This design comes from an exercise in tuning for small area on the open sky130 flow, not from production work.
Function was checked by simulation only, so behaviour that the tests miss may differ from the original.
Power is estimated from default activity; no workload was simulated.

job 5455:
// caliper_sampler
module caliper_sampler #(
    parameter NCH           = 16,
    parameter TW            = 64,
    parameter RESYNC_US     = 1000,
    parameter POWER_LOSS_US = 200000
) (
    input                clk,
    input                rst,
    input  [TW-1:0]      now,
    input                tick_stb,
    input  [NCH-1:0]     edge_stb,
    input  [NCH-1:0]     clk_line,
    input  [NCH-1:0]     data_line,
    input  [NCH-1:0]     invert,
    output [NCH-1:0]     notify,
    input  [3:0]         rd_ch,
    output [23:0]        rd_raw,
    output               rd_pwr,
    output               rd_unit,
    output               rd_sign,
    output [19:0]        rd_mag,
    input  [23:0]        dec_raw,
    output               dec_unit,
    output               dec_sign,
    output [19:0]        dec_mag
);
    reg  [TW-1:0]  prev_now;
    reg            first;
    wire [18:0]    dt_lo_b = {1'b0, now[17:0]} - {1'b0, prev_now[17:0]};
    wire [17:0]    dt_lo   = dt_lo_b[17:0];
    wire [TW-19:0] nh      = now[TW-1:18];
    wire [TW-19:0] ph      = prev_now[TW-1:18];
    wire [TW-19:0] z       = nh ^ ph;
    wire           x_le1   = ~|(z[TW-19:1] & (~ph[TW-20:0] | nh[TW-20:0]));
    wire           dt_big  = first ? |nh : (~x_le1 | (z[0] & ~dt_lo_b[18]));
    always @(posedge clk) begin
        prev_now <= {now[TW-1:18], now[17:0] & {18{~rst}}};
        first    <= rst;
    end
    wire [23:0]    smp [0:NCH-1];
    wire [NCH-1:0] vld;
    wire [NCH-1:0] pwr;
    genvar i;
    generate
        for (i = 0; i < NCH; i = i + 1) begin : g_ch
            caliper_channel u_ch (
                .clk       (clk),
                .rst       (rst),
                .dt_lo     (dt_lo),
                .dt_big    (dt_big),
                .tick_stb  (tick_stb),
                .edge_stb  (edge_stb[i]),
                .clk_line  (clk_line[i]),
                .data_line (data_line[i]),
                .invert    (invert[i]),
  ...
==> flow/config.mk <==
export PLATFORM = sky130hd
export DESIGN_NAME = caliper_sampler
export DESIGN_NICKNAME = caliper_sampler
export VERILOG_FILES = /design/flow/design.v
export SDC_FILE = /design/flow/constraint.sdc
export NUM_CORES = 4
export LEC_CHECK = 0
export CAP_MARGIN = 20
export CORE_MARGIN = 2
export CORE_UTILIZATION = 80
export PLACE_DENSITY = 0.85
export SLEW_MARGIN = 20
==> flow/constraint.sdc <==
create_clock -name core_clock -period 10.0 [get_ports {clk}]
set_input_delay 2.0000 -clock core_clock [delete_from_list [all_inputs] [get_ports {clk}]]
set_output_delay 2.0000 -clock core_clock [all_outputs]
set_load 0.01 [all_outputs]
standard.sh (not shown) runs the stock make flow with config.mk's settings and CLKGATE_MAP_FILE= SYNTH_SCRIPT=/design/flow/synth_recipe.tcl, a recipe that flattens the netlist after the stock synthesis.
==> flow/flow/run.sh <==
#!/bin/bash
# The standard layout (standard.sh, with the standard synthesis unchanged)
# with two settings passed to ORFS through its environment:
#  - CTS: no dummy loads, and clkbuf_8 leaf buffers for clusters of at most
#    14 sinks within 50 um (the clock still reaches every register through
#    the buffered tree; no skew is added on purpose);
#  - port buffers: buf_1 on every input and output port.
# Everything the tools print goes to standard.log here; ORFS keeps each step's
# own log under orfs/logs/.
set -euo pipefail
W="$(cd "$(dirname "${BASH_SOURCE[0]}")/.." && pwd)"
cd "$W"
export CTS_ARGS="-sink_clustering_enable -repair_clock_nets -dont_use_dummy_load -buf_list sky130_fd_sc_hd__clkbuf_8 -sink_clustering_size 14 -sink_clustering_max_diameter 50"
export BUFFER_PORTS_ARGS="-buffer_cell sky130_fd_sc_hd__buf_1"
bash "$W/standard.sh" > "$W/standard.log" 2>&1
Having completed the whole flow, job 5455 delivered a layout that passed the timing, DRC and antenna checks.
--- input diff job 5455..job 1048 ---
Settings: CORE_UTILIZATION now 85, was 80; PLACE_DENSITY now 0.88, was 0.85.
==> flow/flow/run.sh <==
#!/bin/bash
# Standard layout (the standard.sh, standard synthesis unchanged) with two
# changes: CTS does not add dummy loads, and port buffers are buf_1.
set -euo pipefail
W="$(cd "$(dirname "${BASH_SOURCE[0]}")/.." && pwd)"
cd "$W"
export CTS_ARGS="-sink_clustering_enable -repair_clock_nets -dont_use_dummy_load -buf_list sky130_fd_sc_hd__clkbuf_8 -sink_clustering_size 14 -sink_clustering_max_diameter 50"
export BUFFER_PORTS_ARGS="-buffer_cell sky130_fd_sc_hd__buf_1"
bash "$W/standard.sh" > "$W/standard.log" 2>&1
Relative to job 5455, initial core utilization has increased by 4.3 points in job 1048. Status: job 1048 FAILED at global routing (5_1_grt) (tool error). Per the comparison of job 1048 with job 5455, global placement routability congestion lost 1.8%, area after detailed placement saw little to no change, site row count down 2, share of the synthesized area in compound gates (AO/OA/AOI/OAI) closely matched the old numbers, simple-gate share of the synthesized area saw little to no change. In the metrics for job 1048 and job 5455, the one carrying the lower die extent in y is job 1048.
What job 6678 does differently from job 1048 at the input level:
Settings: PLACE_DENSITY: 0.88 -> 0.85; CORE_UTILIZATION: 85 -> 80.
==> comparison <==
- Job 6678 has completed all stages; timing, DRC and antenna checks passed.
- From job 1048 to job 6678 the numbers moved as follows: post-place setup slack increased by 0.077 ns relative to the old numbers; placement row count moved up.
- Job 1048 -> job 6678: total of buffers placed on input and output ports delta 0, exact match
- Going from job 1048 to job 6678, number of cells in the design after placement grew slightly.
- Job 6678: CTS buffer count 1 above job 1048
- Re starting utilization of the core area: job 6678 is 4.3 points down on job 1048.
- | weighted congestion at the end of routability-driven global placement | job 6678 vs job 1048 | about 1.8% higher |
- Area after detailed placement across job 6678 and job 1048: no real change.
- [job 6678] horizontal die dimension rose 3.0% relative to job 1048
- Job 1048 -> job 6678: I/O pin total delta 0, exact match
Edits applied to the flow inputs when going from job 6678 to job 7546:
Settings: a change of CORE_UTILIZATION from 80 to 65; a deleted PLACE_DENSITY that had been 0.85.
[summary]
| per-cell routed wire length | higher: job 6678 |. Looking at total buffers and inverters traversed by the critical path across job 7546 and job 6678, the one that comes out higher is job 7546. Standby leakage power was lower in the run labelled job 6678. NOTE power density relative to cell area job 6678->job 7546 decreased slightly. Looking at critical path capture point, the g_ch[9].u_ch.pwr result is from job 7546; the g_ch[5].u_ch.pwr one comes from job 6678. Job 7546 gives less part of the power in combinational logic than job 6678 did.
Changes in job 2176 relative to job 7546:
Settings: CORE_UTILIZATION now 75, was 65; PLACE_DENSITY now 0.8, previously not set.
-- flow/flow/run.sh --
<<< job 7546, line 6
cd "$W"
export CTS_ARGS="-sink_clustering_enable -repair_clock_nets -dont_use_dummy_load -buf_list sky130_fd_sc_hd__clkbuf_8 -sink_clustering_size 14 -sink_clustering_max_diameter 50"
export BUFFER_PORTS_ARGS="-buffer_cell sky130_fd_sc_hd__buf_1"
>>> job 2176, line 6
cd "$W"
export CTS_ARGS="-sink_clustering_enable -repair_clock_nets -dont_use_dummy_load -buf_list sky130_fd_sc_hd__clkbuf_8 -sink_clustering_size 18 -sink_clustering_max_diameter 40"
export BUFFER_PORTS_ARGS="-buffer_cell sky130_fd_sc_hd__buf_1"
## What came out
- Job 2176 ends up with higher final cell utilization of the core than job 7546 does.
- Lower signed area change from the synthesized netlist to the final layout goes to job 2176 over job 7546.
- Between job 2176 and job 7546, the difference in fraction of power spent switching nets is negligible.
- The proportion of power drawn by the clock network in job 2176 sits 1.2 points above the value recorded for job 7546.
- In job 2176, power attributed to the clock group is higher than in job 7546.
- Any difference in delay of the slowest cell on the worst path between job 7546 and job 2176 is small enough to ignore.
- Between job 2176 and job 7546, it is job 2176 whose length of routed met2 wiring is lower, by 3.3%.
- [compare] base=job 7546 new=job 2176: fraction of area in clock buffers and inverters picked up an extra 0.49 points; clock skew down 0.031 ns.
The following lists how job 7782 was set up differently from job 2176:
-- flow/flow/run.sh --
<<< job 2176, line 6
cd "$W"
export CTS_ARGS="-sink_clustering_enable -repair_clock_nets -dont_use_dummy_load -buf_list sky130_fd_sc_hd__clkbuf_8 -sink_clustering_size 18 -sink_clustering_max_diameter 40"
export BUFFER_PORTS_ARGS="-buffer_cell sky130_fd_sc_hd__buf_1"
>>> job 7782, line 6
cd "$W"
export CTS_ARGS="-sink_clustering_enable -repair_clock_nets -dont_use_dummy_load -buf_list sky130_fd_sc_hd__clkbuf_8 -sink_clustering_size 14 -sink_clustering_max_diameter 50"
export BUFFER_PORTS_ARGS="-buffer_cell sky130_fd_sc_hd__buf_1"
==> run summary <==
- Count of buffers not belonging to the clock network in the layout, job 2176 and job 7782, lower one = job 2176.
- Amount of wire on met3 after detailed routing across job 2176 and job 7782: no real change.
- STATUS worst hold margin: job 7782 wins against job 2176
- On final critical path time including I/O delays and setup, the lower figure sits with job 2176, not job 7782.
- Re via count of the first global-routing pass: job 2176 and job 7782 aren't equal, and the lower value belongs to job 7782.
- Post-layout worst setup margin, job 2176 and job 7782, higher one = job 2176.
- Design area on job 7782 is down relative to job 2176.

re-timing with driven ports:
Ports are ideal in the flow. The routed layouts listed here were re-timed in OpenROAD. Step 1 sets driving cells, clkbuf_16 on the clock port and buf_2 on the other inputs (assumed; they add their load-dependent delay and slew). Step 2 times the ports against the registers' clock, not the clock port: input delays grow and output delays shrink by t, the midpoint of the rising clock arrivals with the driver on. Three values: no drivers, after step 1, after step 2; two values: the first two.
run | shift t [ns] | slack for setup (ns) | worst setup path at the end | latest minus earliest clock arrival (ns) | worst slew at a driven data input, ns
job 5455 | 0.808 | 0.812 / 0.855 / 0.047 | input to register | 0.094 / 0.095 | 0.10
job 6678 | 0.808 | 0.812 / 0.855 / 0.047 | input to register | 0.094 / 0.095 | 0.10
job 7546 | 0.791 | 0.803 / 0.840 / 0.049 | input to register | 0.116 / 0.116 | 0.13
job 2176 | 0.849 | 0.746 / 0.781 / -0.068 | input to register | 0.063 / 0.062 | 0.08
job 7782 | 0.781 | 0.712 / 0.753 / -0.028 | input to register | 0.130 / 0.130 | 0.08
Met with ideal ports but missed after step 2: setup timing in job 2176 and job 7782. For job 2176, which loses most, drivers alone change the setup slack by +0.035 ns; drivers and shift together by -0.814 ns.
